What follows belongs to an exercise in optimizing a design on an open flow for small area, a short achievable clock period and few clock cycles per item; a production flow would make more cautious choices.
In this exercise RTL edits were held to simulation tests only and were not proved equivalent to the original.

## design/flow/run.sh

```bash
#!/bin/bash
# synth_recipe.tcl (not shown) runs the flow's synth.tcl, then flattens the netlist and writes it again
# the make line also repeats each setting of config.mk as NAME=value (left out here)
make -C /OpenROAD-flow-scripts/flow DESIGN_CONFIG=/design/flow/config.mk WORK_HOME=/design/flow/orfs CLKGATE_MAP_FILE= SYNTH_SCRIPT=/design/flow/synth_recipe.tcl finish
```

## design/flow/config.mk

```make
export PLATFORM = sky130hd
export DESIGN_NAME = oqpsk_mod
export DESIGN_NICKNAME = oqpsk_mod
export VERILOG_FILES = /design/flow/design.v
export SDC_FILE = /design/flow/constraint.sdc
export NUM_CORES = 4
export LEC_CHECK = 0
export CAP_MARGIN = 20
export CORE_MARGIN = 2
export CORE_UTILIZATION = 40
export SLEW_MARGIN = 20
```

## design/flow/design.v

```verilog
module fp32_mul (
    input  wire [31:0] a,
    input  wire [31:0] b,
    output reg  [31:0] y
);
    wire        sa = a[31];
    wire        sb = b[31];
    wire [7:0]  ea = a[30:23];
    wire [7:0]  eb = b[30:23];
    wire [22:0] fa = a[22:0];
    wire [22:0] fb = b[22:0];
    wire        sy = sa ^ sb;
    wire a_zero = (ea == 8'd0) && (fa == 23'd0);
    wire b_zero = (eb == 8'd0) && (fb == 23'd0);
    wire a_inf  = (ea == 8'hFF) && (fa == 23'd0);
    wire b_inf  = (eb == 8'hFF) && (fb == 23'd0);
    wire a_nan  = (ea == 8'hFF) && (fa != 23'd0);
    wire b_nan  = (eb == 8'hFF) && (fb != 23'd0);
    wire [23:0] ma = {(ea != 8'd0), fa};
    wire [23:0] mb = {(eb != 8'd0), fb};
    wire [9:0]  ea_eff = (ea == 8'd0) ? 10'd1 : {2'b00, ea};
    wire [9:0]  eb_eff = (eb == 8'd0) ? 10'd1 : {2'b00, eb};
    wire [47:0] prod = ma * mb;
    reg [5:0] lead;
    integer i;
    always @* begin
        lead = 6'd0;
        for (i = 0; i < 48; i = i + 1)
            if (prod[i]) lead = i[5:0];
    end
    wire signed [11:0] e_norm = $signed({6'd0, lead}) + $signed({2'b00, ea_eff})
                              + $signed({2'b00, eb_eff}) - 12'sd173;
    wire [95:0] left  = {prod, 48'd0} << (6'd47 - lead);
    wire [11:0] rsh_full = 12'sd1 - e_norm;
    wire [6:0]  rsh   = (e_norm >= 12'sd1) ? 7'd0 :
                        (rsh_full > 12'd72) ? 7'd72 : rsh_full[6:0];
    wire [95:0] shifted = left >> rsh;
    wire [7:0]  e_field = (e_norm >= 12'sd1) ? e_norm[7:0] : 8'd0;
    wire [22:0] mant    = shifted[94:72];    
    wire        guard   = shifted[71];
    wire        sticky  = |shifted[70:0];
    wire        rnd_up  = guard & (sticky | mant[0]);
    wire [30:0] rounded = {e_field, mant} + {30'd0, rnd_up};
    always @* begin
        if (a_nan || b_nan || (a_inf && b_zero) || (a_zero && b_inf))
            y = 32'h7FC00000;
        else if (a_inf || b_inf)
            y = {sy, 8'hFF, 23'd0};
        else if (a_zero || b_zero)
            y = {sy, 31'd0};
        else if (e_norm >= 12'sd255)
            y = {sy, 8'hFF, 23'd0};
        else if (rounded[30:23] == 8'hFF)
            y = {sy, 8'hFF, 23'd0};
        else
            y = {sy, rounded};
    end
endmodule
module oqpsk_mod (
    input  wire        clk,
    input  wire        rst,
    input  wire        cmd_valid,
    output wire        cmd_ready,
    input  wire [1:0]  cmd_op,
    input  wire [7:0]  cmd_arg,
    input  wire [31:0] cmd_data,
    output reg         out_valid,
    input  wire        out_ready,
    output reg  [31:0] out_i,
    output reg  [31:0] out_q
);
    localparam [31:0] AMP_POS = 32'h3F3504F3;
    localparam [31:0] AMP_NEG = 32'hBF3504F3;
    localparam        NTAPS   = 24;
    localparam [1:0] OP_CONFIG = 2'd0;
    localparam [1:0] OP_TAP    = 2'd1;
    localparam [1:0] OP_BYTE   = 2'd2;
    reg [31:0] taps [0:NTAPS-1];
    reg [3:0]  s_m1;         
    reg [7:0]  cur_byte;
    reg [1:0]  pair;         
    reg [3:0]  k;            
    reg        busy;
    assign cmd_ready = !busy;
    wire cmd_fire = cmd_valid && cmd_ready;
    wire [4:0] s_val  = {1'b0, s_m1} + 5'd1;
    wire [3:0] h      = s_val[4:1];
    wire [4:0] q_idx  = {1'b0, k} + {1'b0, h};
    reg [1:0] v;
    always @* begin
        case (pair)
            2'd0: v = cur_byte[7:6];
            2'd1: v = cur_byte[5:4];
            2'd2: v = cur_byte[3:2];
            default: v = cur_byte[1:0];
        endcase
    end
    wire ineg = v[1] ^ v[0];
    wire qneg = v[1];
    wire [31:0] amp_i = ineg ? AMP_NEG : AMP_POS;
    wire [31:0] amp_q = qneg ? AMP_NEG : AMP_POS;
    wire [31:0] tap_i = taps[{1'b0, k}];
    wire [31:0] tap_q = taps[q_idx];
    wire [31:0] prod_i;
    wire [31:0] prod_q;
    fp32_mul u_mul_i (.a(amp_i), .b(tap_i), .y(prod_i));
    fp32_mul u_mul_q (.a(amp_q), .b(tap_q), .y(prod_q));
    wire advance = !out_valid || out_ready;
    wire produce = busy && advance;
    wire last_k  = (k == s_m1);
    always @(posedge clk) begin
        if (cmd_fire && cmd_op == OP_TAP && cmd_arg < NTAPS)
            taps[cmd_arg[4:0]] <= cmd_data;
    end
    always @(posedge clk) begin
        if (rst) begin
            s_m1      <= 4'd0;
            cur_byte  <= 8'd0;
            pair      <= 2'd0;
            k         <= 4'd0;
            busy      <= 1'b0;
            out_valid <= 1'b0;
            out_i     <= 32'd0;
            out_q     <= 32'd0;
        end else begin
            if (cmd_fire) begin
                case (cmd_op)
                    OP_CONFIG: s_m1 <= cmd_arg[3:0];
                    OP_BYTE: begin
                        cur_byte <= cmd_arg;
                        pair     <= 2'd0;
                        k        <= 4'd0;
                        busy     <= 1'b1;
                    end
                    default: ;
                endcase
            end
            if (produce) begin
                out_valid <= 1'b1;
                out_i     <= prod_i;
                out_q     <= prod_q;
                if (last_k) begin
                    k <= 4'd0;
                    if (pair == 2'd3)
                        busy <= 1'b0;
                    else
                        pair <= pair + 2'd1;
                end else begin
                    k <= k + 4'd1;
                end
            end else if (out_valid && out_ready) begin
                out_valid <= 1'b0;
            end
        end
    end
endmodule
```

## design/flow/constraint.sdc

```tcl
create_clock -name core_clock -period 22.0 [get_ports {clk}]
set_input_delay 4.4000 -clock core_clock [delete_from_list [all_inputs] [get_ports {clk}]]
set_output_delay 4.4000 -clock core_clock [all_outputs]
set_load 0.01 [all_outputs]
```

==> impl_metrics.yaml <==
job:
  cap_violations: 0
clock_network:
  clk_path_buf_depth: 3
  cts_made_buffers: 92
  cts-hold-fix-buffers: 0
  cts_setup_buffers: 0
  ctsHtreeMaxLevel: 3
  clock-root-buffer: "clkbuf_16"
  clk_latency_ns: 0.77
  cts_resized: 0
  cts_sinks: 856
  clk_pin_slew_ns: 0.06
  cts_tree: "built"
sta:
  finalCriticalPeriod_ns: 20.60
  fmax_ghz: 0.04854
  period_share: 0.9364
  hold_viol: 0
  fin_tns_setup_ns: 0
  fin_skew_ns: 0.1237
  setup_viol: 0
  rsz0062_at_grt: "false"
  tightestPinTransition_ns: 1.285
  timing.final.max_slew_violations: 0
  relSlewSlack: 0.1383
critical_path:
  path_buf_inv: 7
  cpLargestDelayFamily: "simple AND/OR/NAND/NOR gates"
  path_class: "flip-flop to flip-flop"
  rrSetupSlack_ns: 1.40
  worst-r2r-cell-count: 51
  cp-start-kind: "flip-flop"
  cp-end-kind: "flip-flop"
  required_ns: 22.54
  cp_max_fo: 41
  critPathArrivalTime_ns: 21.14
  cp_common_cell: "fa_1"
  rr_endpoint: "out_i[21]"
  slowest_stage: "dfxtp_4"
  max_stage_delay_ns: 0.89
placement:
  place.gp.congestion: 0.9906
  portBuffers: 111
  dpl.hpwl_um: 234600
synth:
  ys.flop_type: "edfxtp_1"
  ys_ff_latch: 856
  netlist_top_cells_area: "edfxtp_1 29%, mux4_2 11%, ha_1 9.6%"
  ys_seq_area_frac: 0.3126
  yosys.area.top_type_share: 0.2904
  synth_cells: 7570
  syn_nets: 8600
  yosysTopAreaCell: "edfxtp_1"
  synthDistinctLibCells: 124
  yosysWarnings: 2
  synthArstFlopShare: 0
  synth_edf_count: 768
  syn_avg_cell_area_um2: 10.49
  synth_area_um2: 79400
worst_hold_path:
  min_path_type: "flip-flop to flip-flop"
  hold_depth: 2
  hold_path_end: "out_i[14]"
  hold_start: "out_i[14]"
global_route:
  grt_overflow_total: 0
  grt_pass1_wl_um: 457300
  grt_start_max_net_pins: 100
  grt_usage: 0.3005
  antenna_found_initial: 4
  grt_pass1_vias: 66210
detailed_routing:
  wl_per_cell_um: 29.95
  drt_iter0_drc: 7899
  num_vias: 67180
  antenna_left: 0
  drc: 0
  vias_per_cell: 6.480
  wl_um: 310500
  dr.pass1.iters: 9
layout:
  multi_input_area_um2: 50620
  syn_to_final_growth_pct: 10.66
  layout.cells.most_common: "edfxtp_1"
  layout-drive-gt1-share: 0.1349
  fillers: 18430
  regArea_um2: 24840
  fin_nets: 8675
  layout_common_cells: "768 x edfxtp_1, 727 x inv_1, 611 x ha_1"
die:
  core_region_area_um2: 197200
  io_pins: 112
  start_util: 0.4026
  die_h_um: 449.5
  rows: 163
  die_w_um: 449.5
  dieArea_um2: 202100
status:
  outcome: "complete, no violations"
==> kinds of logic (layout without fill, tap and decap cells) <==
| family | count (synthesis) | in the layout | synth area share |
|---|---|---|---|
| compound gates | 1982 | 1982 | 0.1808 |
| simple gates | 1932 | 1932 | 0.1170 |
| flops | 856 | 856 | 0.3126 |
| buf+inv | 1134 | 1287 | 0.05517 |
| mux | 510 | 510 | 0.1252 |
| fa+ha+maj | 984 | 984 | 0.1902 |
| xor+xnor | 172 | 172 | 0.01897 |
| other cells | 0 | 4 | 0 |
==> metal layers <==
layer	global-route usage	vias up	share of wire
met5	0	-	0
met4	0.1291	0	0.051
met3	0.05559	691	0.085
met2	0.4559	3534	0.44
met1	0.4197	33790	0.43
li1	-	29170	-
==> worst register-to-register path, delay by kind of cell, from the launching register on <==
family,cells,cell delay (ns)
compound gates,14,4.81
flops,1,0.89
mux,3,1.55
buf+inv,7,1.24
simple gates,14,5.94
fa+ha+maj,10,4.51
xor+xnor,3,1.47
==> Yosys cell counts (25+ instances only) <==
master and n:
o2111ai_1 51, dfxtp_1 88, ha_1 612, o22ai_1 68, and3_1 66, nor3_1 201
buf_2 58, a22oi_1 41, nor4_1 45, a21o_1 83, a211oi_1 111, xor2_1 58
a2111oi_0 39, o31ai_1 58, mux4_2 384, o221ai_1 47, mux2i_1 103, nand2b_1 32
edfxtp_1 768, a32o_1 34, o21ai_1 27, a32oi_1 33, a221oi_1 53, fa_1 372
or3_1 42, nor2_1 495, nand4_1 79, nand3_1 216, or2_2 50, buf_1 63
inv_1 727, o32ai_1 25, a21oi_1 325, and2_1 61, a211o_1 40, o21ai_0 306
a31oi_1 84, clkbuf_1 268, xnor2_1 114, o21a_1 67, nand2_1 525, o211ai_1 118
==> worst max-delay path by stage <==
stage,start,to,slack [ns],cells after the start
after detailed placement,flip-flop,out_i[21],1.62,51
final,flip-flop,out_i[21],1.40,51
after floorplan,s_m1[0],out_q[0],1.28,71
after CTS,flip-flop,out_i[21],1.51,51
after global routing,flip-flop,out_i[21],0.46,56
after global placement,flip-flop,out_i[21],1.85,51
==> per-stage QoR <==
step	instance area [µm²]	setup slack (ns)	instances	hold WS, ns	utilization
floorplan	79400	1.284	7570	0.4332	-
global placement	84680	1.854	10190	0.4413	0.4294
detailed placement	84690	1.621	10190	0.4425	0.4294
CTS	87830	1.506	10360	0.4541	0.4454
global route	87860	0.4563	10360	0.4754	0.4455
finish	87870	1.400	10370	0.4507	0.4455
==> layout make-up <==
type | instances | area share
multi-input cells | 5580 | 0.5761
flip-flops and latches | 856 | 0.2827
well taps | 2640 | 0.03759
repair buffers | 381 | 0.03645
inverters | 734 | 0.03137
clock buffers | 113 | 0.02733
clock inverters | 59 | 0.008430
diodes | 4 | 0.0001139
==> flip-flops by register name, summed over array words and instances (netlist names), named ones only <==
register,count
out_i,32
out_q,32
taps,768
out_valid,1
cur_byte,8
pair,2
k,4
s_m1,4
busy,1
Testbench counts, summed over its fixed seeds: cycles 90,657, items 86,016.

## what the ideal ports hide
The flow's constraints put no driver on any port. The routed layout listed below was extracted and timed again, unchanged, in two steps. Step 1, drivers: a clkbuf_16 drives clk and a buf_2 each remaining input, both assumed. Step 2, shift: input delay + t, output delay - t, t = (earliest + latest rising clock arrival at the registers) / 2. This alone moves slack from input paths to output paths. Slacks: ideal / step 1 / step 2; pairs: ideal / step 1.
shift t [ns]: 0.793
setup slack, ns: 1.400 / 1.400 / 1.400
slew at the worst register clock pin (ns): 0.07 / 0.07
After both steps setup and hold are still met in this run. For this run, drivers alone change the setup slack by 0.000 ns; drivers and shift together by 0.000 ns.
